From an optimization exercise on the open Yosys and OpenROAD flow, aimed at small area; shortcuts taken in it are not production practice. Only simulation tests tie the RTL to the original design; equivalence was not proved. Power figures rest on the tool's default switching activity, not on a simulated workload.

== oak ==
// rfal_tsm
module rfal_tsm (
    input  wire        clk,
    input  wire        rst_n,
    input  wire        host_req,
    input  wire        host_we,
    input  wire [7:0]  host_addr,
    input  wire [31:0] host_wdata,
    output reg         host_ack,
    output reg  [31:0] host_rdata,
    output reg         fe_req,
    output reg  [3:0]  fe_op,
    output reg  [3:0]  fe_sel,
    output reg  [31:0] fe_arg,
    input  wire        fe_ack,
    input  wire [31:0] fe_rdata,
    output reg         mem_req,
    output reg         mem_we,
    output reg  [11:0] mem_addr,
    output reg  [7:0]  mem_wdata,
    input  wire        mem_ack,
    input  wire [7:0]  mem_rdata,
    output reg         pre_txrx,
    output reg         post_txrx
);
Settings: LEC_CHECK=0, CAP_MARGIN=20, CORE_MARGIN=2, CORE_UTILIZATION=50, SLEW_MARGIN=20; clock period 12.0 ns.
standard.sh (not shown) runs the stock make flow with config.mk's settings and CLKGATE_MAP_FILE= SYNTH_SCRIPT=/design/flow/synth_recipe.tcl, a recipe that flattens the netlist after the stock synthesis.
==> flow/flow/run.sh <==
#!/bin/bash
# Layout flow: the standard flow (standard.sh) with one change in synthesis:
# ABC maps the logic with an area-recovering script (flow/abc_area.script) and
# adders are left to ABC instead of fixed full/half-adder cells. Registers,
# flattening and renaming are the standard synthesis's (synth_recipe.tcl).
set -euo pipefail
WORK=$(pwd)

# synthesis script: synth_recipe.tcl with ABC's -script argument swapped
{
  cat <<'TCL'
proc abc {args} {
  set i [lsearch -exact $args -script]
  if {$i >= 0} { lset args [expr {$i + 1}] $::env(FLOW_ABC_SCRIPT) }
  puts "abc (area script): $args"
  yosys abc {*}$args
}
TCL
  cat "$WORK/synth_recipe.tcl"
} > "$WORK/area_synth.tcl"
export FLOW_ABC_SCRIPT="$WORK/flow/abc_area.script"

# standard.sh with the synthesis script and the adder map replaced
sed -e "s#SYNTH_SCRIPT=[^ ]*synth_recipe.tcl#SYNTH_SCRIPT=$WORK/area_synth.tcl ADDER_MAP_FILE=#" \
    "$WORK/standard.sh" > "$WORK/area_standard.sh"
grep -q "area_synth.tcl ADDER_MAP_FILE=" "$WORK/area_standard.sh"

# port buffers: the smallest buffer cell (every port still gets its own buffer)
export BUFFER_PORTS_ARGS="-buffer_cell sky130_fd_sc_hd__buf_1"
# clock tree: larger sink clusters under clkbuf_8 buffers, no dummy balancing loads
export CTS_ARGS="-sink_clustering_enable -repair_clock_nets -buf_list sky130_fd_sc_hd__clkbuf_8 -sink_clustering_size 12 -sink_clustering_max_diameter 60 -dont_use_dummy_load"

bash "$WORK/area_standard.sh" synth > "$WORK/synth.log" 2>&1
bash "$WORK/area_standard.sh" > "$WORK/layout.log" 2>&1
==> flow/flow/abc_area.script <==
strash
&get -n
&st
&deepsyn -T 240
&nf -a -p
&put
oak | status: complete | timing, DRC, antenna: pass
For pine, these inputs were changed with respect to oak:
--- a/flow/flow/run.sh
+++ b/flow/flow/run.sh
@@ -1,6 +1,9 @@
 #!/bin/bash
-# Layout flow: the standard flow (standard.sh) with one change in synthesis:
-# ABC maps the logic with an area-recovering script (flow/abc_area.script) and
-# adders are left to ABC instead of fixed full/half-adder cells. Registers,
-# flattening and renaming are the standard synthesis's (synth_recipe.tcl).
+# Layout flow: the standard flow (standard.sh) with three changes:
+# - synthesis: ABC maps the logic with an area-recovering script
+#   (flow/abc_area.script) and adders are left to ABC instead of fixed
+#   full/half-adder cells; registers, flattening and renaming are the standard
+#   synthesis's (synth_recipe.tcl);
+# - port buffers use the smallest buffer cell;
+# - the clock tree uses clkbuf_8 buffers over clusters of up to 16 sinks.
 set -euo pipefail
@@ -30,3 +33,3 @@
 # clock tree: larger sink clusters under clkbuf_8 buffers, no dummy balancing loads
-export CTS_ARGS="-sink_clustering_enable -repair_clock_nets -buf_list sky130_fd_sc_hd__clkbuf_8 -sink_clustering_size 12 -sink_clustering_max_diameter 60 -dont_use_dummy_load"
+export CTS_ARGS="-sink_clustering_enable -repair_clock_nets -buf_list sky130_fd_sc_hd__clkbuf_8 -sink_clustering_size 16 -sink_clustering_max_diameter 70 -dont_use_dummy_load"
 
==> flow/flow/abc_area.script <==
strash
&get -n
&st
&deepsyn -T 240
&dch -f
&nf -a -p -F 10 -A 6 -C 32
&st
&dch -f
&nf -a -p -F 10 -A 6 -C 32
&put
--- a/flow/config.mk
+++ b/flow/config.mk
@@ -9,3 +9,3 @@
 export CORE_MARGIN = 2
-export CORE_UTILIZATION = 50
+export CORE_UTILIZATION = 55
 export SLEW_MARGIN = 20
==> comparison <==
Number of instances in the synthesized netlist was higher in oak than in pine. In terms of number of storage elements in the synthesis netlist, pine and oak differ only marginally. pine: die area 9.9% below oak.
What birch does differently from pine at the input level:
--- a/flow/flow/run.sh
+++ b/flow/flow/run.sh
@@ -1,9 +1,6 @@
 #!/bin/bash
-# Layout flow: the standard flow (standard.sh) with three changes:
-# - synthesis: ABC maps the logic with an area-recovering script
-#   (flow/abc_area.script) and adders are left to ABC instead of fixed
-#   full/half-adder cells; registers, flattening and renaming are the standard
-#   synthesis's (synth_recipe.tcl);
-# - port buffers use the smallest buffer cell;
-# - the clock tree uses clkbuf_8 buffers over clusters of up to 16 sinks.
+# Layout flow: the standard flow (standard.sh) with one change in synthesis:
+# ABC maps the logic with an area-recovering script (flow/abc_area.script) and
+# adders are left to ABC instead of fixed full/half-adder cells. Registers,
+# flattening and renaming are the standard synthesis's (synth_recipe.tcl).
 set -euo pipefail
@@ -33,3 +30,3 @@
 # clock tree: larger sink clusters under clkbuf_8 buffers, no dummy balancing loads
-export CTS_ARGS="-sink_clustering_enable -repair_clock_nets -buf_list sky130_fd_sc_hd__clkbuf_8 -sink_clustering_size 16 -sink_clustering_max_diameter 70 -dont_use_dummy_load"
+export CTS_ARGS="-sink_clustering_enable -repair_clock_nets -buf_list sky130_fd_sc_hd__clkbuf_8 -sink_clustering_size 12 -sink_clustering_max_diameter 60 -dont_use_dummy_load"
 
==> flow/flow/abc_area.script <==
strash
&get -n
&st
&deepsyn -T 240
&dch -f
&nf -a -p -F 10 -A 6 -C 32
&put
--- a/flow/config.mk
+++ b/flow/config.mk
@@ -9,3 +9,3 @@
 export CORE_MARGIN = 2
-export CORE_UTILIZATION = 55
+export CORE_UTILIZATION = 50
 export SLEW_MARGIN = 20
## What came out
birch has completed all stages; timing, DRC and antenna checks passed.
Per the comparison of birch with pine, post-route clock period utilization decreased 1.4 points; routed wire length went up.
Compare pine and birch | worst hold slack higher: pine
Synthesis-to-finish area growth: pine and birch compared, lower one is pine
Delta (birch minus pine): post-layout total power rose by 5.7%; part of the total power dissipated in combinational logic increased by 1.3 points relative to the old numbers; fraction of power spent switching nets has increased.
Post-place instance area: pine and birch compared, lower one is pine
Input changes introduced in maple (baseline for comparison: birch):
--- a/flow/flow/run.sh
+++ b/flow/flow/run.sh
@@ -30,3 +30,3 @@
 # clock tree: larger sink clusters under clkbuf_8 buffers, no dummy balancing loads
-export CTS_ARGS="-sink_clustering_enable -repair_clock_nets -buf_list sky130_fd_sc_hd__clkbuf_8 -sink_clustering_size 12 -sink_clustering_max_diameter 60 -dont_use_dummy_load"
+export CTS_ARGS="-sink_clustering_enable -repair_clock_nets -buf_list sky130_fd_sc_hd__clkbuf_8 -sink_clustering_size 16 -sink_clustering_max_diameter 70 -dont_use_dummy_load"
 
--- outcome ---
When maple is measured against birch, its post-route worst hold slack turns out 45 ps higher.
Total power of the final layout (lower): maple
Global-route wire length before repair: maple vs birch down 5.4%
[compare] base=birch new=maple: core utilization -0.71 points, setup slack after layout -670 ps.
~same initial core utilization in birch and maple
Looking at birch and maple, the sequential group power is a wash.
The final critical-path share of the clock period in maple sits 5.6 points above the value recorded for birch.
Changes observed in maple relative to birch: number of standard cells in the layout, taps in and fillers out saw a decrease; multiplexer fraction of the synthesized cell area saw an increase.

## port drivers added, routing unchanged
In the flow no input, the clock included, has a driving cell. The finished layouts below were timed again as built, in two steps. Step 1: set_driving_cell puts a clkbuf_16 on clk and a buf_2 on each other input, an assumption about the parent block. Step 2 times the ports against the registers' clock, not the clock port: input delays grow and output delays shrink by t, the midpoint of the rising clock arrivals with the driver on. Slacks: ideal ports / drivers / drivers and shift; pairs: ideal ports / drivers.
run	shift t [ns]	slack for setup (ns)	worst setup path after step 2
oak	0.701	3.568 / 3.509 / 3.899	input to output
pine	0.690	4.163 / 4.103 / 4.183	input to output
birch	0.721	4.329 / 4.262 / 4.446	input to output
maple	0.690	3.656 / 3.598 / 4.094	input to output
After both steps setup and hold are still met in every run listed.
